This design comes from an exercise in tuning for small area, a short achievable clock period and few clock cycles on the open sky130 flow, not from production work. In this exercise RTL edits were held to simulation tests only and were not proved equivalent to the original. No activity file was given, so power comes from the tool's default toggle rates.

==> flow/design.v <==
module sdl_cc (
    input  wire        clk,
    input  wire        rst,             
    input  wire [15:0] cfg_setpoint,
    input  wire [15:0] cfg_deadband,
    input  wire [6:0]  cfg_base_speed,
    input  wire [6:0]  cfg_max_speed,
    input  wire [6:0]  cfg_init_speed,
    input  wire [6:0]  cfg_creep_step,
    input  wire [31:0] cfg_kp,
    input  wire [31:0] cfg_ki,
    input  wire [31:0] cfg_kd,
    input  wire [31:0] cfg_dt,
    input  wire        cfg_map_mode,    
    input  wire        cfg_sp_sense,    
    input  wire        rq_valid,
    output wire        rq_ready,
    input  wire [19:0] rq_data,
    output reg         mc_valid,
    output wire [16:0] mc_out,
    output wire        fault
);
    localparam [1:0] ST_STOP = 2'd0, ST_ACCEL = 2'd1, ST_CONTROL = 2'd2;
    localparam [3:0] OP_START = 4'h1, OP_STOP = 4'h2, OP_TICK = 4'h3, OP_ITER = 4'h4;
    localparam I_IDLE = 0, I_STEP = 1, I_F1 = 2, I_MAP = 3, I_SAT1 = 4, I_SAT2 = 5;
    reg               run_q, sp_q, tick_q, stop_done_q, fault_q;
    reg        [1:0]  fsm_q;
    reg        [6:0]  ramp_q;
    reg signed [7:0]  lspeed_q, rspeed_q;
    reg        [15:0] lpos_q;       
    reg               kind_q;       
    reg        [47:0] int_q;        
    reg        [79:0] p_q;          
    wire       [31:0] kp_r = cfg_kp;
    wire       [31:0] kd_r = cfg_kd;
    wire       [30:0] dt_r = cfg_dt[30:0];
    reg               dt_bad_r;
    reg               pre_q;        
    reg        [62:0] kidt_q;       
    reg        [64:0] kda_q;        
    reg        [30:0] b_q;          
    reg               busy_q;
    reg        [5:0]  dp_q;
    reg        [5:0]  cnt_q;        
    reg        [16:0] e_q;          
    reg        [15:0] x_q;          
    reg               xsgn_q;
    reg               inb_q;        
    reg               dn_q, d1_q, d2_q;    
    reg               bx_q;         
    reg        [79:0] wa_q;         
    reg        [48:0] we_q;         
    reg        [47:0] wp_q;         
    reg        [81:0] wb_q;         
    reg        [30:0] rem_q;
    reg        [1:0]  qd_q;
    assign rq_ready = !busy_q;
    assign fault    = fault_q;
    assign mc_out   = {kind_q, lspeed_q, rspeed_q};
    function [3:0] msb16(input [15:0] v);
        integer i;
        begin
            msb16 = 4'd0;
            for (i = 0; i < 16; i = i + 1)
                if (v[i]) msb16 = i[3:0];
        end
    endfunction
    function [3:0] first_step(input [15:0] u, input [15:0] x);
        reg [15:0] v;
        integer t;
        begin
            v = x;
            for (t = 0; t < 8; t = t + 1)
                v[t] = x[t] | u[2 * t] | ((t > 0) ? u[2 * t - 1] : 1'b0);
            v[8] = x[8] | u[15];
            first_step = msb16(v);
        end
    endfunction
    function [2:0] booth(input [31:0] v, input [5:0] t);
        reg b2, b1, b0;
        begin
            b2 = (t > 6'd15) ? v[31] : v[{t[3:0], 1'b1}];
            b1 = (t > 6'd15) ? v[31] : v[{t[3:0], 1'b0}];
            b0 = (t > 6'd16) ? v[31] : (t == 6'd0) ? 1'b0 : v[{t[4:0], 1'b0} - 6'd1];
            booth = {b2 & !(b1 & b0), b1 ^ b0, (b2 & !b1 & !b0) | (!b2 & b1 & b0)};
        end
    endfunction
    wire [3:0]  rq_op  = rq_data[19:16];
    wire [15:0] rq_arg = rq_data[15:0];
    wire        accept = rq_valid && !busy_q;
    reg [1:0] dest;
    always @(*) begin
        if (!run_q)
            dest = ST_STOP;
        else if (fsm_q == ST_STOP)
            dest = ST_ACCEL;
        else if (sp_q)
            dest = ST_ACCEL;
        else
            dest = ST_CONTROL;
    end
    wire [6:0] ramp_next = (ramp_q + 7'd1 > cfg_max_speed) ? cfg_max_speed : ramp_q + 7'd1;
    wire [16:0] e_p  = {1'b0, rq_arg} - {1'b0, cfg_setpoint};
    wire [16:0] d_p  = {1'b0, rq_arg} - {1'b0, lpos_q};
    wire [16:0] d_n  = {1'b0, lpos_q} - {1'b0, rq_arg};
    wire [15:0] a_x  = d_p[16] ? d_n[15:0] : d_p[15:0];
    wire [16:0] spdb = {1'b0, cfg_setpoint} + {1'b0, cfg_deadband};
    wire [16:0] padb = {1'b0, rq_arg} + {1'b0, cfg_deadband};
    wire        band_arg = ({1'b0, rq_arg} < spdb) && (padb > {1'b0, cfg_setpoint});
    wire [31:0] a_e32 = {{15{e_p[16]}}, e_p};
    wire [3:0]  a_js  = first_step(e_p[15:0] ^ {16{e_p[16]}}, a_x);
    wire [2:0]  a_bd  = booth(a_e32, {2'b00, a_js});
    wire [31:0] l_e32 = {{15{e_q[16]}}, e_q};
    wire [3:0]  l_js  = first_step(e_q[15:0] ^ {16{e_q[16]}}, x_q);
    wire [2:0]  l_bd  = booth(l_e32, {2'b00, l_js});
    wire st_step = dp_q[I_STEP];
    wire st_f1   = dp_q[I_F1];
    wire st_sat1 = dp_q[I_SAT1];
    wire satp    = !we_q[48] &&  we_q[47];
    wire satn    =  we_q[48] && !we_q[47];
    wire sb      = xsgn_q & !pre_q;               
    wire [79:0] ki80 = {{48{cfg_ki[31]}}, cfg_ki};
    wire [79:0] kidt80 = {{17{kidt_q[62]}}, kidt_q};
    wire [79:0] bk_a   = (d1_q ? kidt80 : 80'd0) | (d2_q ? {kidt80[78:0], 1'b0} : 80'd0);
    reg  [79:0] a_op0, a_op1;
    reg         a_ci;
    always @(*) begin
        if (st_step) begin
            a_op0 = {wa_q[77:0], 2'b00};
            a_op1 = bk_a ^ {80{dn_q}};
            a_ci  = dn_q;
        end else if (st_f1) begin
            a_op0 = pre_q ? 80'd0 : p_q;
            a_op1 = wa_q;
            a_ci  = 1'b0;
        end else begin                                
            a_op0 = satp ? {ki80[32:0], 47'd0} : ~{ki80[32:0], 47'd0};
            a_op1 = satp ? ~ki80 : 80'd0;
            a_ci  = 1'b1;
        end
    end
    wire [79:0] a_res;
    bk_add #(.W(80)) u_adda (.a(a_op0), .b(a_op1), .ci(a_ci), .s(a_res));
    wire [48:0] dt49  = {18'd0, dt_r};
    wire [48:0] bk_e  = (d1_q ? dt49 : 49'd0) | (d2_q ? {dt49[47:0], 1'b0} : 49'd0);
    wire [48:0] e_op0 = st_step ? {we_q[46:0], 2'b00} : {int_q[47], int_q};
    wire [48:0] e_op1 = st_step ? (bk_e ^ {49{dn_q}}) : we_q;
    wire        e_ci  = st_step & dn_q;
    wire [48:0] e_res;
    bk_add #(.W(49)) u_adde (.a(e_op0), .b(e_op1), .ci(e_ci), .s(e_res));
    wire [47:0] kp48  = {{16{kp_r[31]}}, kp_r};
    wire [47:0] bk_p  = (d1_q ? kp48 : 48'd0) | (d2_q ? {kp48[46:0], 1'b0} : 48'd0);
    wire [47:0] p_res;
    bk_add #(.W(48)) u_addp (.a({wp_q[45:0], 2'b00}), .b(bk_p ^ {48{dn_q}}), .ci(dn_q), .s(p_res));
    wire [81:0] kd_1  = {{50{kd_r[31]}}, kd_r};
    wire [81:0] qkd   = (qd_q == 2'd2) ? {kd_1[80:0], 1'b0} : (qd_q == 2'd1) ? kd_1 : 82'd0;
    wire [81:0] wa82  = {{2{wa_q[79]}}, wa_q};
    wire [81:0] f0 = pre_q ? 82'd0 : {{2{p_q[79]}}, p_q};
    wire [81:0] f1 = pre_q ? 82'd0 : wa82;
    wire [81:0] f2 = pre_q ? 82'd0 : {{18{wp_q[47]}}, wp_q, 16'd0};
    wire [81:0] f3 = wb_q ^ {82{sb}};
    wire [81:0] s1 = f0 ^ f1 ^ f2;
    wire [81:0] c1 = {((f0[80:0] & f1[80:0]) | (f0[80:0] & f2[80:0]) | (f1[80:0] & f2[80:0])), 1'b0};
    wire [81:0] s2 = s1 ^ c1 ^ f3;
    wire [81:0] c2 = {((s1[80:0] & c1[80:0]) | (s1[80:0] & f3[80:0]) | (c1[80:0] & f3[80:0])), sb};
    reg  [81:0] z0, z1, z2;
    reg         k3;
    always @(*) begin
        k3 = 1'b0;
        if (st_step) begin
            z0 = {wb_q[80:0], 1'b0};
            z1 = (bx_q && !pre_q) ? {{17{kda_q[64]}}, kda_q} : 82'd0;
            z2 = {qkd[80:0], 1'b0};
        end else if (st_f1) begin
            z0 = s2;
            z1 = c2;
            z2 = qkd ^ {82{sb}};
            k3 = sb;
        end else begin                                
            z0 = wb_q;
            z1 = st_sat1 ? ~wa82 : wa82;
            z2 = 82'd0;
            k3 = st_sat1;
        end
    end
    wire [81:0] s3 = z0 ^ z1 ^ z2;
    wire [81:0] c3 = {((z0[80:0] & z1[80:0]) | (z0[80:0] & z2[80:0]) | (z1[80:0] & z2[80:0])), k3};
    wire [81:0] b_res;
    bk_add #(.W(82)) u_addb (.a(s3), .b(c3), .ci(1'b0), .s(b_res));
    wire [32:0] r_add = pre_q ? {32'd0, cnt_q == 6'd32} : (bx_q ? {2'b00, b_q} : 33'd0);
    wire [32:0] r2;
    bk_add #(.W(33)) u_addr (.a({1'b0, rem_q, 1'b0}), .b(r_add), .ci(1'b0), .s(r2));
    wire [33:0] ra    = {2'b00, rem_q, 1'b0};
    wire [33:0] rb    = {1'b0, r_add};
    wire [33:0] n1    = ~{3'b000, dt_r};
    wire [33:0] n2    = ~{2'b00, dt_r, 1'b0};
    wire [33:0] d1, d2;
    bk_add #(.W(34)) u_add1 (.a(ra ^ rb ^ n1), .b({((ra[32:0] & rb[32:0]) | (ra[32:0] & n1[32:0]) | (rb[32:0] & n1[32:0])), 1'b0}), .ci(1'b1), .s(d1));
    bk_add #(.W(34)) u_add2 (.a(ra ^ rb ^ n2), .b({((ra[32:0] & rb[32:0]) | (ra[32:0] & n2[32:0]) | (rb[32:0] & n2[32:0])), 1'b0}), .ci(1'b1), .s(d2));
    wire [1:0]  q_dig = !d2[33] ? 2'd2 : !d1[33] ? 2'd1 : 2'd0;
    wire [30:0] r_nxt = !d2[33] ? d2[30:0] : !d1[33] ? d1[30:0] : r2[30:0];
    wire [5:0]  nidx  = cnt_q - 6'd1;
    wire [31:0] dt32  = {1'b0, dt_r};
    wire [2:0]  n_bd  = booth(pre_q ? dt32 : l_e32, nidx);
    wire        n_bx  = x_q[nidx[3:0]];
    wire        n_neg   = wb_q[81];
    wire        n_inc   = n_neg & (|wb_q[15:0]);         
    wire        mid_one = &wb_q[31:16];
    wire        cnz     = n_inc ? !mid_one : (|wb_q[31:16]);
    wire        big_pos = !n_neg & (|wb_q[80:41]);
    wire        big_neg =  n_neg & !(&wb_q[80:41]);
    wire [9:0]  ch_in   = wb_q[41:32] + {9'd0, n_inc & mid_one};
    wire signed [11:0] ch   = big_pos ? 12'sd511 : big_neg ? -12'sd512 : {{2{ch_in[9]}}, ch_in};
    wire signed [11:0] base = {5'd0, cfg_base_speed};
    wire signed [11:0] l_int = (base - ch) - {11'd0, cnz && (ch < base)};
    wire signed [11:0] r_int = (base + ch) + {11'd0, cnz && (ch < -base)};
    wire signed [11:0] l_creep = {{4{lspeed_q[7]}}, lspeed_q} + {5'd0, cfg_creep_step};
    wire signed [11:0] r_creep = {{4{rspeed_q[7]}}, rspeed_q} + {5'd0, cfg_creep_step};
    wire               creep   = !cfg_map_mode && inb_q;
    wire signed [11:0] l_v     = creep ? l_creep : l_int;
    wire signed [11:0] r_v     = creep ? r_creep : r_int;
    wire signed [11:0] c_hi    = cfg_map_mode ? 12'sd100 : {5'd0, cfg_max_speed};
    wire signed [11:0] c_lo    = cfg_map_mode ? 12'sd0   : -{5'd0, cfg_max_speed};
    wire signed [7:0]  l_map   = (l_v < c_lo) ? c_lo[7:0] : (l_v > c_hi) ? c_hi[7:0] : l_v[7:0];
    wire signed [7:0]  r_map   = (r_v < c_lo) ? c_lo[7:0] : (r_v > c_hi) ? c_hi[7:0] : r_v[7:0];
    always @(posedge clk) begin
        dt_bad_r  <= cfg_dt[31] || (cfg_dt == 32'd0);
    end
    always @(posedge clk) begin
        if (rst) begin
            run_q       <= 1'b0;
            sp_q        <= 1'b0;
            tick_q      <= 1'b0;
            stop_done_q <= 1'b0;
            fault_q     <= 1'b0;
            fsm_q       <= ST_STOP;
            ramp_q      <= cfg_init_speed;
            lspeed_q    <= 8'sd0;
            rspeed_q    <= 8'sd0;
            lpos_q      <= cfg_setpoint;
            int_q       <= 48'd0;
            p_q         <= 80'd0;
            mc_valid    <= 1'b0;
            kind_q      <= 1'b0;
            busy_q      <= 1'b0;
            pre_q       <= 1'b1;
            dp_q        <= 6'd1 << I_STEP;
            cnt_q       <= 6'd32;
            kidt_q      <= {{31{cfg_ki[31]}}, cfg_ki};
            wa_q        <= 80'd0;
            wb_q        <= 82'd0;
            rem_q       <= 31'd0;
            qd_q        <= 2'd0;
            dn_q        <= 1'b0;
            d1_q        <= 1'b0;
            d2_q        <= 1'b0;
            bx_q        <= 1'b0;
        end else begin
            mc_valid <= 1'b0;
            if (accept && !fault_q) begin
                case (rq_op)
                OP_START: run_q  <= 1'b1;
                OP_STOP:  run_q  <= 1'b0;
                OP_TICK:  tick_q <= 1'b1;
                OP_ITER: begin
                    fsm_q <= dest;
                    if (fsm_q == ST_STOP && dest != ST_STOP)
                        stop_done_q <= 1'b0;
                    case (dest)
                    ST_STOP: if (!stop_done_q) begin
                        mc_valid    <= 1'b1;
                        kind_q      <= 1'b0;
                        lspeed_q    <= 8'sd0;
                        rspeed_q    <= 8'sd0;
                        ramp_q      <= cfg_init_speed;
                        stop_done_q <= 1'b1;
                    end
                    ST_ACCEL: begin
                        ramp_q     <= ramp_next;
                        lspeed_q   <= {1'b0, ramp_next};
                        rspeed_q   <= {1'b0, ramp_next};
                        mc_valid   <= 1'b1;
                        kind_q     <= 1'b1;
                        sp_q       <= band_arg ^ cfg_sp_sense;
                        lpos_q     <= cfg_setpoint;
                        int_q      <= 48'd0;
                        p_q        <= 80'd0;
                    end
                    default: if (tick_q) begin          
                        tick_q <= 1'b0;
                        if (dt_bad_r) begin
                            fault_q <= 1'b1;
                        end else begin
                            busy_q <= 1'b1;
                            sp_q   <= band_arg ^ cfg_sp_sense;
                            lpos_q <= rq_arg;
                            inb_q  <= band_arg;
                            e_q    <= e_p;
                            xsgn_q <= d_p[16];
                            x_q    <= a_x;
                            if (!pre_q) begin
                                cnt_q <= {2'b00, a_js};
                                dn_q  <= a_bd[2];
                                d1_q  <= a_bd[1];
                                d2_q  <= a_bd[0];
                                bx_q  <= a_x[a_js];
                                wa_q  <= 80'd0;
                                we_q  <= 49'd0;
                                wp_q  <= 48'd0;
                                wb_q  <= 82'd0;
                                rem_q <= 31'd0;
                                qd_q  <= 2'd0;
                                dp_q  <= 6'd1 << I_STEP;
                            end
                        end
                    end
                    endcase
                end
                default: ;
                endcase
            end
            if (dp_q[I_IDLE]) begin
                if (busy_q) begin
                    cnt_q <= {2'b00, l_js};
                    dn_q  <= l_bd[2];
                    d1_q  <= l_bd[1];
                    d2_q  <= l_bd[0];
                    bx_q  <= x_q[l_js];
                    wa_q  <= 80'd0;
                    we_q  <= 49'd0;
                    wp_q  <= 48'd0;
                    wb_q  <= 82'd0;
                    rem_q <= 31'd0;
                    qd_q  <= 2'd0;
                    dp_q  <= 6'd1 << I_STEP;
                end
            end
            if (dp_q[I_STEP]) begin
                wa_q  <= a_res;
                we_q  <= e_res;
                wp_q  <= p_res;
                wb_q  <= b_res;
                rem_q <= r_nxt;
                qd_q  <= q_dig;
                dn_q  <= n_bd[2];
                d1_q  <= n_bd[1];
                d2_q  <= n_bd[0];
                bx_q  <= n_bx;
                cnt_q <= nidx;
                if (cnt_q == 6'd0)
                    dp_q <= 6'd1 << I_F1;
            end
            if (dp_q[I_F1]) begin
                wb_q <= b_res;
                if (pre_q) begin
                    kidt_q <= wa_q[62:0];
                    kda_q  <= b_res[64:0];
                    b_q    <= rem_q;
                    pre_q  <= 1'b0;
                    dp_q   <= 6'd1 << I_IDLE;
                end else begin
                    wa_q <= a_res;
                    we_q <= e_res;
                    dp_q <= 6'd1 << I_MAP;
                end
            end
            if (dp_q[I_SAT1]) begin
                wa_q <= a_res;                          
                wb_q <= b_res;                          
                we_q <= satp ? 49'h0_7FFF_FFFF_FFFF : 49'h1_8000_0000_0000;
                dp_q <= 6'd1 << I_SAT2;
            end
            if (dp_q[I_SAT2]) begin
                wb_q <= b_res;                          
                dp_q <= 6'd1 << I_MAP;
            end
            if (dp_q[I_MAP]) begin
                if (satp || satn) begin
                    dp_q <= 6'd1 << I_SAT1;
                end else begin
                    int_q    <= (!cfg_map_mode && inb_q) ? 48'd0 : we_q[47:0];
                    p_q      <= (!cfg_map_mode && inb_q) ? 80'd0 : wa_q;
                    lspeed_q <= l_map;
                    rspeed_q <= r_map;
                    mc_valid <= 1'b1;
                    kind_q   <= 1'b1;
                    busy_q   <= 1'b0;
                    dp_q     <= 6'd1 << I_IDLE;
                end
            end
        end
    end
endmodule
module bk_add #(parameter W = 8) (
    input  wire [W-1:0] a,
    input  wire [W-1:0] b,
    input  wire         ci,
    output wire [W-1:0] s
);
    localparam N = (W <= 2) ? 2 : (W <= 4) ? 4 : (W <= 8) ? 8 : (W <= 16) ? 16 :
                   (W <= 32) ? 32 : (W <= 64) ? 64 : 128;
    reg [N-1:0] g, p;
    integer d, i;
    always @(*) begin
        g = {N{1'b0}};
        p = {N{1'b0}};
        g[W-1:0] = a & b;
        p[W-1:0] = a ^ b;
        g[0] = g[0] | (p[0] & ci);
        for (d = 1; d < N; d = d * 2)
            for (i = 2 * d - 1; i < N; i = i + 2 * d) begin
                g[i] = g[i] | (p[i] & g[i - d]);
                p[i] = p[i] & p[i - d];
            end
        for (d = N / 4; d >= 1; d = d / 2)
            for (i = 3 * d - 1; i < N; i = i + 2 * d) begin
                g[i] = g[i] | (p[i] & g[i - d]);
                p[i] = p[i] & p[i - d];
            end
    end
    assign s = a ^ b ^ {g[W-2:0], ci};
endmodule
==> flow/run.sh <==
#!/bin/bash
# synth_recipe.tcl (not shown) runs the flow's synth.tcl, then flattens the netlist and writes it again
# the make line also repeats each setting of config.mk as NAME=value (left out here)
make -C /OpenROAD-flow-scripts/flow DESIGN_CONFIG=/design/flow/config.mk WORK_HOME=/design/flow/orfs CLKGATE_MAP_FILE= SYNTH_SCRIPT=/design/flow/synth_recipe.tcl finish
==> flow/config.mk <==
export PLATFORM = sky130hd
export DESIGN_NAME = sdl_cc
export DESIGN_NICKNAME = sdl_cc
export VERILOG_FILES = /design/flow/design.v
export SDC_FILE = /design/flow/constraint.sdc
export NUM_CORES = 4
export LEC_CHECK = 0
export CAP_MARGIN = 20
export CORE_MARGIN = 2
export CORE_UTILIZATION = 40
export SETUP_SLACK_MARGIN = 5
export SLEW_MARGIN = 20
==> flow/constraint.sdc <==
create_clock -name core_clock -period 14.0 [get_ports {clk}]
set_input_delay 2.8000 -clock core_clock [delete_from_list [all_inputs] [get_ports {clk}]]
set_output_delay 2.8000 -clock core_clock [all_outputs]
set_load 0.01 [all_outputs]
==> run_results.csv, run 1 <==
group,metric,value,unit
final_layout,fin_util,0.446,
min_path,hold_start,"dp_q[5]",
flow_run,cap_violations,0,
synth,ys_seq_area_frac,0.238,
setup_path,end_kind,"flop",
synth,syn_inst,8092,
synth,synth_nets,9387,
cts,htreeDepth,3,
outcome,run_status,"complete, no violations",
timing,max_freq,114,MHz
cts,cts_hold_buffers,0,
die,fp.dieW,424,microns
final_layout,fin_area,78300,sq um
die,initial_utilization,0.402,
timing,final-setup-viol-count,0,
timing,finalMaxSlewViolations,0,
synth,ys_warn_count,7,
synth,yosys-top-cells-count,"706 x inv_1, 705 x nand2_1, 657 x a21oi_1",
setup_path,path_buf_inv,2,
setup_path,crit_family,"compound AO/OA/AOI/OAI gates",
setup_path,cp.depth,29,
min_path,min_path_type,"flop to flop",
cts,clkLatencyLatePin,0.74,ns
synth,synth_most_common_cell,"inv_1",
global_routing,antenna_found_initial,5,
timing,hold_viol,0,
pwr,p_per_area,196,nW/um^2
detailed_routing,route.detailed.drc,0,
setup_path,crit_slowest_cell,"clkdlybuf4s50_1",
timing,period_needed,8.75,ns
setup_path,cp-start-kind,"input port",
synth,avgSynthCellArea,8.71,sq um
synth,syn_area,70500,sq um
timing,tightest_slew,1.20,ns
detailed_routing,vias_per_cell,5.81,
setup_path,path_class,"input port to flop",
global_routing,grtUsageTotal,0.255,
final_layout,drive_gt1_frac,0.0597,
detailed_routing,vias,60900,
detailed_routing,routed_wl,234000,microns
cts,clockRootBuffer,"clkbuf_16",
die,row_count,154,
placement,dp.cells,10300,
detailed_routing,drtAntennaViolNets,0,
placement,place.gp.congestion,0.923,
die,core_area,176000,sq um
final_layout,nets,9343,
pwr,leakage,34.2,nW
global_routing,grt_max_degree,184,
final_layout,stdcell_count,10500,
timing,period_share,0.625,
die,dieArea,180000,sq um
setup_path,required,14.58,ns
timing,whs,0.478,ns
die,io_pins,233,
timing,rsz0062_at_grt,"yes",
global_routing,overflow,0,
setup_path,arrival,9.33,ns
cts,clkTransAtPathRegs,0.06,ns
setup_path,startpoint,"cfg_ki[0]",
synth,yosysUniqueCellTypes,101,
setup_path,r2r_end,"wb_q[81]",
cts,cts-buffers-inserted,90,
final_layout,syn2layout_area_growth,11.0,%
placement,postPlaceCellArea,75000,sq um
die,die_y,424,microns
synth,synth.area.top_cells,"edfxtp_1 13%, fa_1 13%, ha_1 11%, dfxtp_1 10%, a21oi_1 4.7%",
synth,synth_top_flop_cell,"dfxtp_1",
min_path,worstHoldEndpoint,"dp_q[5]",
detailed_routing,avgRoutedWirePerCell,22.3,microns
global_routing,grt_pass1_vias,60300,
timing,finalSetupTns,0,ns
cts,ctsLongestPathBuffers,3,
timing,maxSlewHeadroom,0.200,
synth,async_flop_share,0,
timing,finClkSkew,0.0374,ns
min_path,hold_depth,1,
placement,numPortBuffers,232,
cts,cts_sinks,681,
synth,synth_edf_count,314,
synth,synth_top_area_cell,"edfxtp_1",
synth,synth_seq_cells,681,
synth,synthDominantCellAreaShare,0.134,
setup_path,reg2reg_from,"pre_q",
detailed_routing,drtIter0Drc,5057,
detailed_routing,dr.pass1.iters,8,
setup_path,reg2regPathDepth,33,
setup_path,crit_fanout,4,
global_routing,grt_first_pass_wirelength,360000,microns
cts,cts_tree,"built",
pwr,ir_worst_vdd,116,uV
setup_path,reg2reg_slack,5.47,ns
setup_path,cpPeakStageDelay,0.52,ns
placement,hpwlAfterDp,169000,microns
setup_path,timing.critical_path.mode_cell,"a21o_1",
## worst max path at each step
stage	slack (ns)	to
floorplan	4.57	wb_q[81]
detailed placement	4.05	wa_q[79]
CTS	4.85	wa_q[79]
global placement	4.04	wb_q[81]
finish	5.25	wa_q[79]
global route	4.94	lspeed_q[0]
## where the power goes
group | total [mW] | leakage, nW | internal (mW) | switching (mW)
clock network | 2.40 | 1.45 | 1.37 | 1.03
logic | 9.45 | 26.8 | 4.04 | 5.41
registers | 3.47 | 6.01 | 2.81 | 0.664
total | 15.3 | 34.2 | 8.22 | 7.11
## cell type report
type | instances | area (sq um)
inverter | 712 | 2680
clock buffer | 120 | 2480
multi-input combinational | 6211 | 49500
fill | 17200 | 97300
timing repair buffer | 352 | 3360
antenna | 1 | 2.50
sequential | 681 | 16800
clock inverter | 49 | 509
tap | 2340 | 2930
## layer usage
metal	track usage	share of wire
met5	0	0.00026
met4	0.0880	0.032
met3	0.0392	0.068
met2	0.410	0.46
met1	0.347	0.44
## registers in the layout (all words and copies together) (netlist names), 6 cells and up
name and flops:
wb_q 82, p_q 80, wa_q 80, kda_q 65
kidt_q 63, we_q 49, int_q 48, wp_q 48
b_q 31, rem_q 31, e_q 17, lpos_q 16
x_q 16, lspeed_q 8, rspeed_q 8, ramp_q 7
cnt_q 6, dp_q 6
## cell usage in the layout, fill, tap and decap left out, types with 116 or more instances in the layout
| master | synthesis | layout |
|---|---|---|
| nand2_1 | 705 | 704 |
| inv_1 | 706 | 704 |
| a21oi_1 | 657 | 651 |
| ha_1 | 611 | 610 |
| o21ai_0 | 524 | 513 |
| nor2_1 | 516 | 505 |
| fa_1 | 471 | 470 |
| xnor2_1 | 363 | 362 |
| dfxtp_1 | 367 | 360 |
| edfxtp_1 | 314 | 314 |
| a22oi_1 | 299 | 299 |
| a21o_1 | 248 | 248 |
| xor2_1 | 248 | 248 |
| clkdlybuf4s50_1 | 0 | 226 |
| nand3_1 | 219 | 219 |
| nor2b_1 | 179 | 172 |
| mux2i_1 | 169 | 169 |
| a211oi_1 | 117 | 116 |
## per-stage QoR
| step | power, mW | worst slack, ns |
|---|---|---|
| after global routing | 16.7 | 4.94 |
| after floorplan | 10.4 | 4.57 |
| final | 15.3 | 5.25 |
| after CTS | 15.3 | 4.85 |
| after global placement | 12.6 | 4.04 |
| after detailed placement | 12.8 | 4.05 |
## what timing repair did
action | 4_1_cts | 5_1_grt
hold endpoints to repair | 0 | 0
pin swaps | 0 | 8
endpoints found under the setup margin | 12 | 27
setup buffers | 0 | 8
resized for setup | 6 | 45
## kinds of logic after synthesis
group | after synthesis | synth area share
muxes | 281 | 0.0467
AOI/OAI and AO/OA | 2288 | 0.206
and+or+nand+nor | 1948 | 0.127
DFF | 681 | 0.238
adders and majority gates | 1082 | 0.242
xor gates and xnor gates | 612 | 0.0762
buffers and inverters | 1200 | 0.0642
Testbench counts, summed over its fixed seeds: cycles 50,489.
==> run 2: changes to the inputs <==
--- a/flow/design.v
+++ b/flow/design.v
@@ -54,7 +54,8 @@
     reg        [81:0] wb_q;         
     reg        [30:0] rem_q;
     reg        [1:0]  qd_q;
-    assign rq_ready = !busy_q;
+    wire   pid_next;
+    assign rq_ready = !busy_q && !(pre_q && pid_next);
     assign fault    = fault_q;
     assign mc_out   = {kind_q, lspeed_q, rspeed_q};
     function [3:0] msb16(input [15:0] v);
@@ -87,7 +88,7 @@
     endfunction
     wire [3:0]  rq_op  = rq_data[19:16];
     wire [15:0] rq_arg = rq_data[15:0];
-    wire        accept = rq_valid && !busy_q;
+    wire        accept = rq_valid && rq_ready;
     reg [1:0] dest;
     always @(*) begin
         if (!run_q)
@@ -99,6 +100,7 @@
         else
             dest = ST_CONTROL;
     end
+    assign pid_next = tick_q && (dest == ST_CONTROL);
     wire [6:0] ramp_next = (ramp_q + 7'd1 > cfg_max_speed) ? cfg_max_speed : ramp_q + 7'd1;
     wire [16:0] e_p  = {1'b0, rq_arg} - {1'b0, cfg_setpoint};
     wire [16:0] d_p  = {1'b0, rq_arg} - {1'b0, lpos_q};
@@ -111,8 +113,6 @@
     wire [3:0]  a_js  = first_step(e_p[15:0] ^ {16{e_p[16]}}, a_x);
     wire [2:0]  a_bd  = booth(a_e32, {2'b00, a_js});
     wire [31:0] l_e32 = {{15{e_q[16]}}, e_q};
-    wire [3:0]  l_js  = first_step(e_q[15:0] ^ {16{e_q[16]}}, x_q);
-    wire [2:0]  l_bd  = booth(l_e32, {2'b00, l_js});
     wire st_step = dp_q[I_STEP];
     wire st_f1   = dp_q[I_F1];
     wire st_sat1 = dp_q[I_SAT1];
@@ -298,20 +298,18 @@
                             e_q    <= e_p;
                             xsgn_q <= d_p[16];
                             x_q    <= a_x;
-                            if (!pre_q) begin
-                                cnt_q <= {2'b00, a_js};
-                                dn_q  <= a_bd[2];
-                                d1_q  <= a_bd[1];
-                                d2_q  <= a_bd[0];
-                                bx_q  <= a_x[a_js];
-                                wa_q  <= 80'd0;
-                                we_q  <= 49'd0;
-                                wp_q  <= 48'd0;
-                                wb_q  <= 82'd0;
-                                rem_q <= 31'd0;
-                                qd_q  <= 2'd0;
-                                dp_q  <= 6'd1 << I_STEP;
-                            end
+                            cnt_q <= {2'b00, a_js};
+                            dn_q  <= a_bd[2];
+                            d1_q  <= a_bd[1];
+                            d2_q  <= a_bd[0];
+                            bx_q  <= a_x[a_js];
+                            wa_q  <= 80'd0;
+                            we_q  <= 49'd0;
+                            wp_q  <= 48'd0;
+                            wb_q  <= 82'd0;
+                            rem_q <= 31'd0;
+                            qd_q  <= 2'd0;
+                            dp_q  <= 6'd1 << I_STEP;
                         end
                     end
                     endcase
@@ -319,22 +317,6 @@
                 default: ;
                 endcase
             end
-            if (dp_q[I_IDLE]) begin
-                if (busy_q) begin
-                    cnt_q <= {2'b00, l_js};
-                    dn_q  <= l_bd[2];
-                    d1_q  <= l_bd[1];
-                    d2_q  <= l_bd[0];
-                    bx_q  <= x_q[l_js];
-                    wa_q  <= 80'd0;
-                    we_q  <= 49'd0;
-                    wp_q  <= 48'd0;
-                    wb_q  <= 82'd0;
-                    rem_q <= 31'd0;
-                    qd_q  <= 2'd0;
-                    dp_q  <= 6'd1 << I_STEP;
-                end
-            end
             if (dp_q[I_STEP]) begin
                 wa_q  <= a_res;
                 we_q  <= e_res;
==> run 2 against run 1 <==
Against the previous run: still clean; setup slack gained 0.12 ns; flip-flop and latch count shrank 1; non-clock buffer count shrank 5; clock-buffer cell count grew 3; worst hold slack lost 0.032 ns; maximum frequency grew 1.3%; sequential power grew 3%; final cell count shrank 0.73%; highest routed layer unchanged.
==> run_results.csv, run 2 <==
group,metric,value,unit
synth,synth.area.top_cells,"edfxtp_1 14%, fa_1 14%, ha_1 11%, dfxtp_1 11%, xnor2_1 5.8%",
synth,yosysUniqueCellTypes,92,
detailed_routing,dr.pass1.iters,7,
synth,synth_seq_cells,680,
detailed_routing,routed_wl,226000,microns
synth,syn_area,69700,sq um
synth,synth_nets,9307,
global_routing,grtUsageTotal,0.247,
die,row_count,153,
setup_path,end_kind,"flop",
synth,ys_seq_area_frac,0.240,
final_layout,regMostFlops,"wb_q",
timing,tightest_slew,1.13,ns
cts,clkLatencyLatePin,0.77,ns
timing,whs,0.446,ns
placement,dp_slack,3.85,ns
timing,max_freq,116,MHz
final_layout,fillers,17000,
cts,cts_sinks,680,
pwr,leakage,33.1,nW
global_routing,antenna_found_initial,12,
timing,finClkSkew,0.0638,ns
synth,synth_edf_count,314,
final_layout,layout_common_cells,"796 x inv_1, 607 x ha_1, 595 x nand2_1",
synth,syn_inst,8015,
min_path,min_path_type,"flop to flop",
global_routing,overflow,0,
setup_path,arrival,9.28,ns
die,initial_utilization,0.402,
detailed_routing,drtAntennaViolNets,0,
pwr,net-switching-power,8.63,mW
final_layout,largestRegisters,"wb_q (82), p_q (80), wa_q (80)",
timing,finalSetupTns,0,ns
placement,numPortBuffers,232,
timing,finalMaxSlewViolations,0,
timing,setup_ws,5.37,ns
timing,hold_viol,0,
pwr,power_frac_comb,0.669,
timing,rsz0062_at_grt,"no",
global_routing,grt_pass1_vias,59400,
timing,final-setup-viol-count,0,
synth,synthDominantCellAreaShare,0.135,
final_layout,drive_gt1_frac,0.0617,
setup_path,cp-start-kind,"input port",
global_routing,grt_first_pass_wirelength,350000,microns
cts,clkTransAtPathRegs,0.06,ns
pwr,cellInternalPower,9.33,mW
synth,avgSynthCellArea,8.70,sq um
placement,dp.cells,10200,
cts,clockRootBuffer,"clkbuf_16",
placement,postPlaceCellArea,74200,sq um
cts,ctsLongestPathBuffers,3,
final_layout,syn2layout_area_growth,11.3,%
timing,maxSlewHeadroom,0.247,
final_layout,insertedDiodeCount,0,
cts,htreeDepth,3,
pwr,seqPwrFrac,0.198,
setup_path,required,14.65,ns
die,io_pins,233,
die,core_area,174000,sq um
setup_path,path_class,"input port to flop",
cts,cts_hold_buffers,0,
global_routing,grt_max_degree,207,
synth,yosys-top-cells-count,"797 x inv_1, 608 x ha_1, 597 x nand2_1",
detailed_routing,avgRoutedWirePerCell,21.8,microns
final_layout,fin_util,0.447,
synth,synth_top_flop_cell,"dfxtp_1",
outcome,run_status,"complete, no violations",
final_layout,stdcell_count,10400,
final_layout,layout_commonest_cell,"inv_1",
final_layout,nets,9281,
pwr,power,18.0,mW
flow_run,cap_violations,0,
detailed_routing,route.detailed.drc,0,
placement,hpwlAfterDp,163000,microns
timing,period_share,0.617,
placement,place.gp.congestion,0.901,
timing,period_needed,8.63,ns
final_layout,fin_area,77600,sq um
synth,synth_top_area_cell,"edfxtp_1",
pwr,ir_worst_vdd,149,uV
pwr,switching_share,0.481,
pwr,p_per_area,231,nW/um^2
cts,cts-buffers-inserted,88,
die,dieArea,178000,sq um
cts,cts_tree,"built",
synth,async_flop_share,0,
die,fp.dieW,422,microns
final_layout,largest_reg_flops,82,
synth,ys_warn_count,7,
detailed_routing,drtIter0Drc,4600,
setup_path,crit_fanout,32,
detailed_routing,vias,59500,
synth,synth_most_common_cell,"inv_1",
pwr,pwr-share-clk,0.133,
die,die_y,422,microns
detailed_routing,vias_per_cell,5.73,
run 2: cell count changes after synthesis, moves of 63 or more:
cell and change:
inv_1 +91, a21oi_1 -63, nor2_1 +63, nand2_1 -108, xnor2_1 +95, xor2_1 -107
a22o_1 +65
run 2: worst max-delay path, stage by stage:
cell	delay, ns
clkdlybuf4s50_1	0.55
inv_1	0.07
ha_1	0.22
nor2b_2	0.15
buf_4	0.31
a211oi_1	0.29
a21oi_1	0.12
ha_1	0.38
nand4_1	0.31
o21ai_0	0.68
a21boi_0	0.27
o21ai_0	0.35
a21o_1	0.17
a21oi_1	0.07
o31ai_2	0.15
a41oi_2	0.22
a2111oi_0	0.65
o21a_1	0.18
o21ai_0	0.11
a21oi_1	0.28
a31o_2	0.22
fa_1	0.19
xnor2_1	0.13
xor2_1	0.17
a22oi_1	0.08
nor2_1	0.13
run 2: metal layers:
metal | GRT usage | vias to the layer above | part of all wire
li1 | - | 27900 | -
met1 | 0.316 | 29400 | 0.42
met2 | 0.421 | 1803 | 0.48
met3 | 0.0310 | 431 | 0.058
met4 | 0.102 | 12 | 0.044
met5 | 0 | - | 0.00035
run 2: timing repair:
| item | 4_1_cts | 5_1_grt |
|---|---|---|
| buffers inserted | 0 | 14 |
| pin swaps | 0 | 7 |
| endpoints found under the setup margin | 26 | 28 |
| cloned | 0 | 4 |
| endpoints found under the hold margin | 0 | 0 |
| gates resized for setup | 18 | 47 |
run 2: power groups by stage:
| stage | Sequential [mW] | Combinational [mW] | Clock [mW] |
|---|---|---|---|
| 6_report | 3.56 | 12.0 | 2.39 |
| 5_1_grt | 3.62 | 13.5 | 2.50 |
| 4_1_cts | 3.54 | 11.8 | 2.42 |
| 3_5_place_dp | 3.58 | 11.7 | 0 |
| 3_3_place_gp | 3.57 | 11.5 | 0 |
| 2_1_floorplan | 3.23 | 8.98 | 0 |
run 2: worst paths after layout:
| check | from | end | slack, ns | cells after the start |
|---|---|---|---|---|
| worst max register to register | wb_q[0] | lspeed_q[7] | 5.44 | 39 |
| worst max-delay path | cfg_ki[31] | wa_q[79] | 5.37 | 26 |
| worst min register to register | dp_q[5] | dp_q[5] | 0.45 | 1 |
| worst min-delay path | dp_q[5] | dp_q[5] | 0.45 | 1 |
run 2: cell type report:
cell class,count,area (sq um),area share
multi-input combinational,6068,48600,0.627
sequential,680,16800,0.216
timing repair buffer,347,3290,0.0424
inverter,804,3020,0.0389
tap,2325,2910,0.0375
clock buffer,123,2510,0.0323
clock inverter,43,469,0.00604
run 2: kinds of logic after synthesis:
group,Yosys count,synth area share
adder cells (fa/ha/maj),1079,0.244
XOR/XNOR,599,0.0752
multiplexers,259,0.0426
AND/OR/NAND/NOR,1907,0.126
buffers and inverters,1271,0.0690
AO/OA/AOI/OAI,2220,0.203
flip-flops,680,0.240
Testbench counts of run 2, summed over its fixed seeds: cycles 50,493.
==> run 3: changes to the inputs <==
--- a/flow/design.v
+++ b/flow/design.v
@@ -22,7 +22,7 @@
 );
     localparam [1:0] ST_STOP = 2'd0, ST_ACCEL = 2'd1, ST_CONTROL = 2'd2;
     localparam [3:0] OP_START = 4'h1, OP_STOP = 4'h2, OP_TICK = 4'h3, OP_ITER = 4'h4;
-    localparam I_IDLE = 0, I_STEP = 1, I_F1 = 2, I_MAP = 3, I_SAT1 = 4, I_SAT2 = 5;
+    localparam I_IDLE = 0, I_STEP = 1, I_F1 = 2, I_MAP = 3;
     reg               run_q, sp_q, tick_q, stop_done_q, fault_q;
     reg        [1:0]  fsm_q;
     reg        [6:0]  ramp_q;
@@ -40,7 +40,9 @@
     reg        [64:0] kda_q;        
     reg        [30:0] b_q;          
     reg               busy_q;
-    reg        [5:0]  dp_q;
+    reg        [3:0]  dp_q;
+    reg               redo_q;       
+    reg               rsp_q;        
     reg        [5:0]  cnt_q;        
     reg        [16:0] e_q;          
     reg        [15:0] x_q;          
@@ -114,31 +116,18 @@
     wire [2:0]  a_bd  = booth(a_e32, {2'b00, a_js});
     wire [31:0] l_e32 = {{15{e_q[16]}}, e_q};
     wire st_step = dp_q[I_STEP];
-    wire st_f1   = dp_q[I_F1];
-    wire st_sat1 = dp_q[I_SAT1];
     wire satp    = !we_q[48] &&  we_q[47];
     wire satn    =  we_q[48] && !we_q[47];
-    wire sb      = xsgn_q & !pre_q;               
+    wire sb      = xsgn_q & !pre_q & !redo_q;     
     wire [79:0] ki80 = {{48{cfg_ki[31]}}, cfg_ki};
+    wire [79:0] fa0  = redo_q ? (rsp_q ? {ki80[32:0], 47'd0} : ~{ki80[32:0], 47'd0}) :
+                       pre_q  ? 80'd0 : p_q;
+    wire [79:0] fa1  = redo_q ? (rsp_q ? ~ki80 : 80'd0) : wa_q;
     wire [79:0] kidt80 = {{17{kidt_q[62]}}, kidt_q};
     wire [79:0] bk_a   = (d1_q ? kidt80 : 80'd0) | (d2_q ? {kidt80[78:0], 1'b0} : 80'd0);
-    reg  [79:0] a_op0, a_op1;
-    reg         a_ci;
-    always @(*) begin
-        if (st_step) begin
-            a_op0 = {wa_q[77:0], 2'b00};
-            a_op1 = bk_a ^ {80{dn_q}};
-            a_ci  = dn_q;
-        end else if (st_f1) begin
-            a_op0 = pre_q ? 80'd0 : p_q;
-            a_op1 = wa_q;
-            a_ci  = 1'b0;
-        end else begin                                
-            a_op0 = satp ? {ki80[32:0], 47'd0} : ~{ki80[32:0], 47'd0};
-            a_op1 = satp ? ~ki80 : 80'd0;
-            a_ci  = 1'b1;
-        end
-    end
+    wire [79:0] a_op0  = st_step ? {wa_q[77:0], 2'b00} : fa0;
+    wire [79:0] a_op1  = st_step ? (bk_a ^ {80{dn_q}}) : fa1;
+    wire        a_ci   = st_step ? dn_q : redo_q;
     wire [79:0] a_res;
     bk_add #(.W(80)) u_adda (.a(a_op0), .b(a_op1), .ci(a_ci), .s(a_res));
     wire [48:0] dt49  = {18'd0, dt_r};
@@ -155,34 +144,18 @@
     wire [81:0] kd_1  = {{50{kd_r[31]}}, kd_r};
     wire [81:0] qkd   = (qd_q == 2'd2) ? {kd_1[80:0], 1'b0} : (qd_q == 2'd1) ? kd_1 : 82'd0;
     wire [81:0] wa82  = {{2{wa_q[79]}}, wa_q};
-    wire [81:0] f0 = pre_q ? 82'd0 : {{2{p_q[79]}}, p_q};
-    wire [81:0] f1 = pre_q ? 82'd0 : wa82;
-    wire [81:0] f2 = pre_q ? 82'd0 : {{18{wp_q[47]}}, wp_q, 16'd0};
+    wire [81:0] f0 = {{2{fa0[79]}}, fa0};
+    wire [81:0] f1 = pre_q ? 82'd0 : {{2{fa1[79]}}, fa1};
+    wire [81:0] f2 = redo_q ? ~wa82 : pre_q ? 82'd0 : {{18{wp_q[47]}}, wp_q, 16'd0};
     wire [81:0] f3 = wb_q ^ {82{sb}};
     wire [81:0] s1 = f0 ^ f1 ^ f2;
-    wire [81:0] c1 = {((f0[80:0] & f1[80:0]) | (f0[80:0] & f2[80:0]) | (f1[80:0] & f2[80:0])), 1'b0};
+    wire [81:0] c1 = {((f0[80:0] & f1[80:0]) | (f0[80:0] & f2[80:0]) | (f1[80:0] & f2[80:0])), redo_q};
     wire [81:0] s2 = s1 ^ c1 ^ f3;
-    wire [81:0] c2 = {((s1[80:0] & c1[80:0]) | (s1[80:0] & f3[80:0]) | (c1[80:0] & f3[80:0])), sb};
-    reg  [81:0] z0, z1, z2;
-    reg         k3;
-    always @(*) begin
-        k3 = 1'b0;
-        if (st_step) begin
-            z0 = {wb_q[80:0], 1'b0};
-            z1 = (bx_q && !pre_q) ? {{17{kda_q[64]}}, kda_q} : 82'd0;
-            z2 = {qkd[80:0], 1'b0};
-        end else if (st_f1) begin
-            z0 = s2;
-            z1 = c2;
-            z2 = qkd ^ {82{sb}};
-            k3 = sb;
-        end else begin                                
-            z0 = wb_q;
-            z1 = st_sat1 ? ~wa82 : wa82;
-            z2 = 82'd0;
-            k3 = st_sat1;
-        end
-    end
+    wire [81:0] c2 = {((s1[80:0] & c1[80:0]) | (s1[80:0] & f3[80:0]) | (c1[80:0] & f3[80:0])), sb | redo_q};
+    wire [81:0] z0 = st_step ? {wb_q[80:0], 1'b0} : s2;
+    wire [81:0] z1 = st_step ? ((bx_q && !pre_q) ? {{17{kda_q[64]}}, kda_q} : 82'd0) : c2;
+    wire [81:0] z2 = st_step ? {qkd[80:0], 1'b0} : redo_q ? 82'd0 : (qkd ^ {82{sb}});
+    wire        k3 = !st_step && sb;
     wire [81:0] s3 = z0 ^ z1 ^ z2;
     wire [81:0] c3 = {((z0[80:0] & z1[80:0]) | (z0[80:0] & z2[80:0]) | (z1[80:0] & z2[80:0])), k3};
     wire [81:0] b_res;
@@ -243,8 +216,9 @@
             mc_valid    <= 1'b0;
             kind_q      <= 1'b0;
             busy_q      <= 1'b0;
+            redo_q      <= 1'b0;
             pre_q       <= 1'b1;
-            dp_q        <= 6'd1 << I_STEP;
+            dp_q        <= 4'd1 << I_STEP;
             cnt_q       <= 6'd32;
             kidt_q      <= {{31{cfg_ki[31]}}, cfg_ki};
             wa_q        <= 80'd0;
@@ -309,7 +283,7 @@
                             wb_q  <= 82'd0;
                             rem_q <= 31'd0;
                             qd_q  <= 2'd0;
-                            dp_q  <= 6'd1 << I_STEP;
+                            dp_q  <= 4'd1 << I_STEP;
                         end
                     end
                     endcase
@@ -330,35 +304,32 @@
                 bx_q  <= n_bx;
                 cnt_q <= nidx;
                 if (cnt_q == 6'd0)
-                    dp_q <= 6'd1 << I_F1;
+                    dp_q <= 4'd1 << I_F1;
             end
             if (dp_q[I_F1]) begin
                 wb_q <= b_res;
-                if (pre_q) begin
+                if (redo_q) begin
+                    wa_q   <= a_res;                    
+                    redo_q <= 1'b0;
+                    dp_q   <= 4'd1 << I_MAP;
+                end else if (pre_q) begin
                     kidt_q <= wa_q[62:0];
                     kda_q  <= b_res[64:0];
                     b_q    <= rem_q;
                     pre_q  <= 1'b0;
-                    dp_q   <= 6'd1 << I_IDLE;
+                    dp_q   <= 4'd1 << I_IDLE;
                 end else begin
                     wa_q <= a_res;
                     we_q <= e_res;
-                    dp_q <= 6'd1 << I_MAP;
+                    dp_q <= 4'd1 << I_MAP;
                 end
             end
-            if (dp_q[I_SAT1]) begin
-                wa_q <= a_res;                          
-                wb_q <= b_res;                          
-                we_q <= satp ? 49'h0_7FFF_FFFF_FFFF : 49'h1_8000_0000_0000;
-                dp_q <= 6'd1 << I_SAT2;
-            end
-            if (dp_q[I_SAT2]) begin
-                wb_q <= b_res;                          
-                dp_q <= 6'd1 << I_MAP;
-            end
             if (dp_q[I_MAP]) begin
                 if (satp || satn) begin
-                    dp_q <= 6'd1 << I_SAT1;
+                    redo_q <= 1'b1;
+                    rsp_q  <= satp;
+                    we_q   <= satp ? 49'h0_7FFF_FFFF_FFFF : 49'h1_8000_0000_0000;
+                    dp_q   <= 4'd1 << I_F1;
                 end else begin
                     int_q    <= (!cfg_map_mode && inb_q) ? 48'd0 : we_q[47:0];
                     p_q      <= (!cfg_map_mode && inb_q) ? 80'd0 : wa_q;
@@ -367,7 +338,7 @@
                     mc_valid <= 1'b1;
                     kind_q   <= 1'b1;
                     busy_q   <= 1'b0;
-                    dp_q     <= 6'd1 << I_IDLE;
+                    dp_q     <= 4'd1 << I_IDLE;
                 end
             end
         end
--- a/flow/config.mk
+++ b/flow/config.mk
@@ -7,6 +7,6 @@
 export LEC_CHECK = 0
 export CAP_MARGIN = 20
 export CORE_MARGIN = 2
-export CORE_UTILIZATION = 40
+export CORE_UTILIZATION = 55
 export SETUP_SLACK_MARGIN = 5
 export SLEW_MARGIN = 20
==> run 3 against run 2 <==
Against the previous run: still clean; register-to-register slack improved by 0.03 ns; via count decreased by 4.3%; sequential share of layout area increased by 0.61 points; clock power about the same; power down 22%; worst hold slack better by 0.025 ns; global-route usage rose by 9.4 points; sequential power fell by 6.5%; first-iteration DRC count is 4.7% higher; combinational power is 31% lower; setup slack worse by 0.31 ns; highest routed layer unchanged.
==> run_results.csv, run 3 <==
group,metric,value,unit
timing,finalSetupTns,0,ns
setup_path,crit_family,"compound AO/OA/AOI/OAI gates",
die,die_y,354,microns
timing,tightest_slew,1.16,ns
synth,syn_area,67400,sq um
cts,cts-buffers-inserted,89,
cts,clkLatencyLatePin,0.71,ns
die,dieArea,125000,sq um
final_layout,syn2layout_area_growth,11.9,%
setup_path,timing.critical_path.mode_cell,"xnor2_1",
placement,hpwlAfterDp,154000,microns
setup_path,required,14.61,ns
cts,htreeDepth,3,
final_layout,layout_commonest_cell,"inv_1",
global_routing,grtUsageTotal,0.341,
setup_path,reg2regPathDepth,38,
global_routing,grt_first_pass_wirelength,335000,microns
detailed_routing,routed_wl,217000,microns
global_routing,grt_max_degree,135,
cts,cts_tree,"built",
timing,rsz0062_at_grt,"yes",
timing,final-setup-viol-count,0,
final_layout,nets,8802,
synth,ys_seq_area_frac,0.249,
final_layout,drive_gt1_frac,0.101,
detailed_routing,dr.pass1.iters,6,
global_routing,met2_usage,0.528,
setup_path,r2r_end,"lspeed_q[5]",
final_layout,insertedDiodeCount,0,
timing,whs,0.471,ns
timing,period_share,0.639,
die,core_area,122000,sq um
min_path,worstHoldEndpoint,"b_q[2]",
setup_path,path_class,"input port to flop",
timing,maxSlewHeadroom,0.222,
cts,cts_hold_buffers,0,
setup_path,reg2reg_from,"wb_q[0]",
global_routing,grt_pass1_vias,56300,
placement,place.gp.congestion,0.921,
outcome,run_status,"complete, no violations",
synth,synth_top_flop_cell,"dfxtp_1",
cts,clockRootBuffer,"clkbuf_16",
detailed_routing,drtIter0Drc,4817,
setup_path,end_kind,"flop",
min_path,hold_depth,0,
cts,clkTransAtPathRegs,0.06,ns
pwr,ir_worst_vdd,149,uV
global_routing,overflow,0,
setup_path,path_buf_inv,3,
timing,max_freq,112,MHz
global_routing,antenna_found_initial,8,
final_layout,largest_reg_flops,82,
synth,yosys-top-cells-count,"732 x inv_1, 699 x nor2_1, 697 x a21oi_1",
die,initial_utilization,0.554,
final_layout,fillers,10700,
placement,numPortBuffers,232,
setup_path,cpPeakStageDelay,0.62,ns
final_layout,layout_common_cells,"723 x inv_1, 672 x nor2_1, 669 x a21oi_1",
cts,cts_sinks,680,
synth,synth_nets,8750,
timing,period_needed,8.94,ns
timing,finClkSkew,0.0305,ns
detailed_routing,avgRoutedWirePerCell,23.5,microns
detailed_routing,drtAntennaViolNets,0,
die,fp.dieW,354,microns
detailed_routing,vias,57000,
synth,async_flop_share,0,
synth,avgSynthCellArea,9.04,sq um
synth,ys_warn_count,7,
cts,ctsLongestPathBuffers,3,
die,io_pins,233,
setup_path,cp-start-kind,"input port",
synth,synth_top_area_cell,"fa_1",
min_path,hold_start,"rem_q[2]",
pwr,leakage,33.1,nW
synth,synth.area.top_cells,"fa_1 14%, edfxtp_1 14%, ha_1 11%, dfxtp_1 11%, xnor2_1 5.5%",
global_routing,busiest_layer,"met2",
detailed_routing,route.detailed.drc,0,
final_layout,largestRegisters,"wb_q (82), p_q (80), wa_q (80)",
pwr,p_per_area,186,nW/um^2
setup_path,cp.depth,35,
synth,syn_inst,7458,
global_routing,met3_usage,0.0581,
setup_path,reg2reg_slack,5.47,ns
flow_run,cap_violations,0,
final_layout,regMostFlops,"wb_q",
synth,synth_edf_count,315,
setup_path,arrival,9.55,ns
timing,finalMaxSlewViolations,0,
synth,synth_seq_cells,680,
global_routing,grt_use_met1,0.482,
setup_path,crit_slowest_cell,"fa_1",
synth,synth_most_common_cell,"inv_1",
timing,hold_viol,0,
detailed_routing,vias_per_cell,6.18,
final_layout,fin_util,0.620,
synth,synthDominantCellAreaShare,0.145,
min_path,min_path_type,"flop to flop",
synth,yosysUniqueCellTypes,105,
die,row_count,128,
setup_path,crit_fanout,3,
run 3: cell count changes after synthesis, moves of 38 or more:
cell / previous run / this run
a211oi_1: 129 / 52
a21o_1: 196 / 237
a21oi_1: 594 / 697
a22oi_1: 242 / 347
clkbuf_1: 386 / 340
inv_1: 797 / 732
mux2_2: 86 / 163
nand2_1: 597 / 326
nor2_1: 579 / 699
nor2b_1: 198 / 57
o21ai_0: 517 / 263
xnor2_1: 458 / 420
xor2_1: 141 / 96
run 3: worst reg2reg max path: cells and delay by family, from the launching register on:
kind / cells / cell delay (ns)
AND/OR/NAND/NOR: 14 / 2.97
AO/OA/AOI/OAI: 10 / 1.98
XOR/XNOR: 3 / 0.37
adder cells (fa/ha/maj): 8 / 2.52
buffers and inverters: 3 / 0.20
flip-flops: 1 / 0.40
run 3: through the flow:
stage | setup WS, ns | cells | power [mW] | instance area, sq um
floorplan | 5.05 | 7458 | 9.32 | 67600
global placement | 3.31 | 8987 | 11.2 | 71200
detailed placement | 3.14 | 8987 | 11.3 | 71200
CTS | 4.89 | 9188 | 13.8 | 74800
global route | 4.90 | 9210 | 15.2 | 75500
finish | 5.06 | 9210 | 14.0 | 75500
run 3: metal layers:
metal / part of all wire / wire [microns]
met1: 0.44 / 95600
met2: 0.44 / 96100
met3: 0.077 / 16700
met4: 0.037 / 8120
met5: 0.00026 / 57
run 3: cells by family (layout without fill, tap and decap cells):
| family | Yosys count | in the layout | share of synthesized area |
|---|---|---|---|
| AND/OR/NAND/NOR | 1614 | 1614 | 0.111 |
| flip-flops | 680 | 680 | 0.249 |
| buffers and inverters | 1157 | 1284 | 0.0649 |
| AO/OA/AOI/OAI | 2090 | 2090 | 0.200 |
| XOR/XNOR | 516 | 516 | 0.0670 |
| adder cells (fa/ha/maj) | 1079 | 1079 | 0.254 |
| multiplexers | 322 | 322 | 0.0542 |
run 3: power by group:
part	switching [mW]	internal (mW)	total, mW
Clock	0.997	1.39	2.39
Combinational	4.71	3.61	8.32
Sequential	0.572	2.76	3.33
run 3: timing repair:
item	CTS	global route
cloned	2	0
setup endpoints to repair	39	33
gates resized for setup	109	136
setup buffers	33	22
endpoints found under the hold margin	0	0
pin swaps	75	101
run 3: worst max-delay path by stage:
| stage | slack, ns | to | startpoint |
|---|---|---|---|
| floorplan | 5.05 | wb_q[81] | cfg_ki[31] |
| global placement | 3.31 | wb_q[81] | cfg_ki[31] |
| detailed placement | 3.14 | wb_q[81] | cfg_ki[31] |
| CTS | 4.89 | wb_q[81] | cfg_ki[11] |
| global route | 4.90 | wb_q[81] | cfg_ki[24] |
| finish | 5.06 | wb_q[81] | cfg_ki[0] |
run 3: cell type report:
class / instances / area (sq um) / area share
multi-input combinational: 5621 / 47400 / 0.628
sequential: 680 / 16800 / 0.222
timing repair buffer: 379 / 3500 / 0.0464
inverter: 739 / 2790 / 0.0369
clock buffer: 126 / 2570 / 0.0340
tap: 1625 / 2030 / 0.0269
clock inverter: 40 / 399 / 0.00529
Testbench counts of run 3, summed over its fixed seeds: cycles 50,493.
==> run 4: changes to the inputs <==
--- a/flow/config.mk
+++ b/flow/config.mk
@@ -7,6 +7,6 @@
 export LEC_CHECK = 0
 export CAP_MARGIN = 20
 export CORE_MARGIN = 2
-export CORE_UTILIZATION = 55
+export CORE_UTILIZATION = 40
 export SETUP_SLACK_MARGIN = 5
 export SLEW_MARGIN = 20
==> run 4 against run 3 <==
Against the previous run: non-clock buffer count shrank 24; final cell count up 6.1%; combinational power is 0.6% lower; setup slack worse by 0.12 ns; register-to-register slack worse by 0.21 ns; worst hold slack better by 0.010 ns; power decreased by 0.56%; flip-flop and latch count stayed put; largest cell class unchanged; global-route usage shrank 8.9 points; sequential power barely moved.
==> run_results.csv, run 4 <==
group,metric,value,unit
die,dieArea,172000,sq um
synth,synth_nets,8750,
synth,synth.area.top_cells,"fa_1 14%, edfxtp_1 14%, ha_1 11%, dfxtp_1 11%, xnor2_1 5.5%",
die,die_y,415,microns
detailed_routing,wl_met3,12300,microns
timing,rsz0062_at_grt,"yes",
setup_path,cpPeakStageDelay,0.50,ns
setup_path,end_kind,"flop",
detailed_routing,wl_met2,105000,microns
setup_path,crit_fanout,2,
timing,tightest_slew,1.19,ns
final_layout,nets,8776,
final_layout,drive_gt1_frac,0.0954,
synth,synth_seq_cells,680,
cts,ctsLongestPathBuffers,3,
global_routing,grt_pass1_vias,57700,
pwr,leakage,33.0,nW
timing,finalMaxSlewViolations,0,
cts,clkLatencyLatePin,0.75,ns
synth,async_flop_share,0,
pwr,ir_worst_vdd,106,uV
detailed_routing,maxUsedRoutingLayer,"met5",
cts,clkTransAtPathRegs,0.06,ns
final_layout,fillers,16000,
die,row_count,150,
final_layout,largest_reg_flops,82,
synth,syn_area,67400,sq um
detailed_routing,drtAntennaViolNets,0,
setup_path,required,14.64,ns
synth,synth_top_area_cell,"fa_1",
cts,clockRootBuffer,"clkbuf_16",
global_routing,antenna_found_initial,18,
synth,yosysUniqueCellTypes,105,
synth,synthDominantCellAreaShare,0.145,
timing,period_needed,9.06,ns
final_layout,layout_common_cells,"721 x inv_1, 684 x a21oi_1, 675 x nor2_1",
placement,hpwlAfterDp,160000,microns
timing,max_freq,110,MHz
pwr,power,14.0,mW
die,fp.dieW,415,microns
timing,hold_viol,0,
cts,cts-buffers-inserted,86,
synth,ys_warn_count,7,
timing,finalSetupTns,0,ns
flow_run,cap_violations,0,
setup_path,arrival,9.70,ns
placement,numPortBuffers,232,
pwr,p_per_area,184,nW/um^2
final_layout,regMostFlops,"wb_q",
synth,synth_edf_count,315,
die,io_pins,233,
synth,ys_seq_area_frac,0.249,
timing,whs,0.481,ns
detailed_routing,vias,57000,
timing,finClkSkew,0.0424,ns
detailed_routing,route.detailed.drc,0,
timing,maxSlewHeadroom,0.207,
detailed_routing,avgRoutedWirePerCell,22.7,microns
cts,htreeDepth,3,
global_routing,overflow,0,
setup_path,cp-start-kind,"input port",
synth,avgSynthCellArea,9.04,sq um
setup_path,crit_slowest_cell,"fa_1",
detailed_routing,dr.pass1.iters,6,
global_routing,grt_first_pass_wirelength,342000,microns
detailed_routing,vias_per_cell,5.83,
final_layout,layout_commonest_cell,"inv_1",
outcome,run_status,"complete, no violations",
min_path,min_path_type,"flop to flop",
synth,synth_most_common_cell,"inv_1",
detailed_routing,drtIter0Drc,4688,
placement,place.gp.congestion,0.908,
final_layout,largestRegisters,"wb_q (82), p_q (80), wa_q (80)",
timing,period_share,0.647,
timing,final-setup-viol-count,0,
setup_path,path_class,"input port to flop",
detailed_routing,routed_wl,222000,microns
die,initial_utilization,0.403,
final_layout,syn2layout_area_growth,12.5,%
synth,synth_top_flop_cell,"dfxtp_1",
cts,cts_sinks,680,
global_routing,grtUsageTotal,0.252,
die,core_area,167000,sq um
global_routing,grt_max_degree,150,
cts,cts_tree,"built",
detailed_routing,drt-met1-wl,93400,microns
synth,yosys-top-cells-count,"732 x inv_1, 699 x nor2_1, 697 x a21oi_1",
synth,syn_inst,7458,
==> run 4: cell types whose count changed in the layout (fill, tap and decap cells not counted), sizes merged, moves of 6 or more <==
cell / change
buf: -24
dlygate4sd2: -7
clkdlybuf4s50: -6
dlymetal6s2s: +13
clkbuf: -12
clkinv: +10
diode: +9
==> run 4: cell type report <==
| cell class | count | area, sq um | area share |
|---|---|---|---|
| multi-input combinational | 5622 | 47200 | 0.622 |
| sequential | 680 | 16800 | 0.221 |
| timing repair buffer | 355 | 3360 | 0.0443 |
| inverter | 739 | 2800 | 0.0369 |
| tap | 2204 | 2760 | 0.0363 |
| clock buffer | 113 | 2410 | 0.0317 |
| clock inverter | 48 | 505 | 0.00666 |
| antenna | 9 | 22.5 | 0.000297 |
==> run 4: power by group <==
part           leakage [nW]  total, mW  switching, mW  internal, mW
clock network          1.44       2.35           1.00          1.35
logic                  25.6       8.27           4.70          3.57
registers              6.00       3.34          0.583          2.76
==> run 4: stage by stage <==
stage | worst slack [ns] | utilization | std cells | area [sq um]
finish | 4.94 | 0.454 | 9770 | 75900
CTS | 4.66 | 0.449 | 9733 | 75100
global placement | 3.03 | 0.430 | 9567 | 71900
global route | 4.69 | 0.454 | 9770 | 75900
floorplan | 5.05 | - | 7458 | 67600
detailed placement | 3.06 | 0.430 | 9567 | 71900
==> run 4: path summary, 6_finish.rpt <==
check	start	endpoint	slack, ns	cells past startpoint
worst max register to register	redo_q	wb_q[81]	5.26	30
worst max-delay path	cfg_ki[1]	wb_q[81]	4.94	32
worst min register to register	p_q[47]	p_q[47]	0.48	1
worst min-delay path	p_q[47]	p_q[47]	0.48	1
==> run 4: cell families after synthesis <==
group / share of synthesized area
simple gates: 0.111
buf+inv: 0.0649
mux: 0.0542
flops: 0.249
xor+xnor: 0.0670
compound gates: 0.200
fa+ha+maj: 0.254
==> run 4: timing repair <==
| item | CTS | global route |
|---|---|---|
| pin swaps | 18 | 88 |
| buffers inserted | 5 | 25 |
| cloned | 0 | 2 |
| hold buffers | 0 | 0 |
| endpoints found under the setup margin | 46 | 30 |
| resized for setup | 73 | 155 |
==> run 4: routing by layer <==
layer  vias to the layer above  global-route usage
met5                         -                   0
met4                         2               0.130
met3                       470              0.0294
met2                      1890               0.418
met1                     28300               0.323
li1                      26300                   -
==> run 4: worst max-delay path, delay by kind of cell <==
| family | cells | cell delay [ns] |
|---|---|---|
| AO/OA/AOI/OAI | 12 | 2.46 |
| adder cells (fa/ha/maj) | 6 | 2.22 |
| AND/OR/NAND/NOR | 5 | 0.75 |
| XOR/XNOR | 4 | 0.58 |
| multiplexers | 2 | 0.56 |
| buffers and inverters | 3 | 0.31 |

afterwards: timing with drivers on the ports:
No port has a modelled driver above. Below, the same layouts with a new extraction and two added sets of constraints.
Step 1 assumes that a clkbuf_16 drives the clock port and a buf_2 every other input.
Step 2 moves the port delays by t, midway between the first and last clock arrival at a register: inputs arrive t later, outputs are due t later. That takes back most of the time a late clock gives input paths.
a / b / c = no drivers / after step 1 / after step 2; a / b = the first two.
| run | t, ns | setup WS [ns] | worst slew at a driven data input, ns |
|---|---|---|---|
| run 1 | 0.808 | 5.252 / 5.319 / 4.511 | 0.13 |
| run 2 | 0.817 | 5.368 / 5.425 / 4.608 | 0.10 |
| run 3 | 0.776 | 5.061 / 5.078 / 4.302 | 0.11 |
| run 4 | 0.814 | 4.939 / 4.994 / 4.181 | 0.16 |
After both steps every run listed still meets setup and hold. For run 2, which loses most, drivers alone change the setup slack by +0.057 ns; drivers and shift together by -0.760 ns.
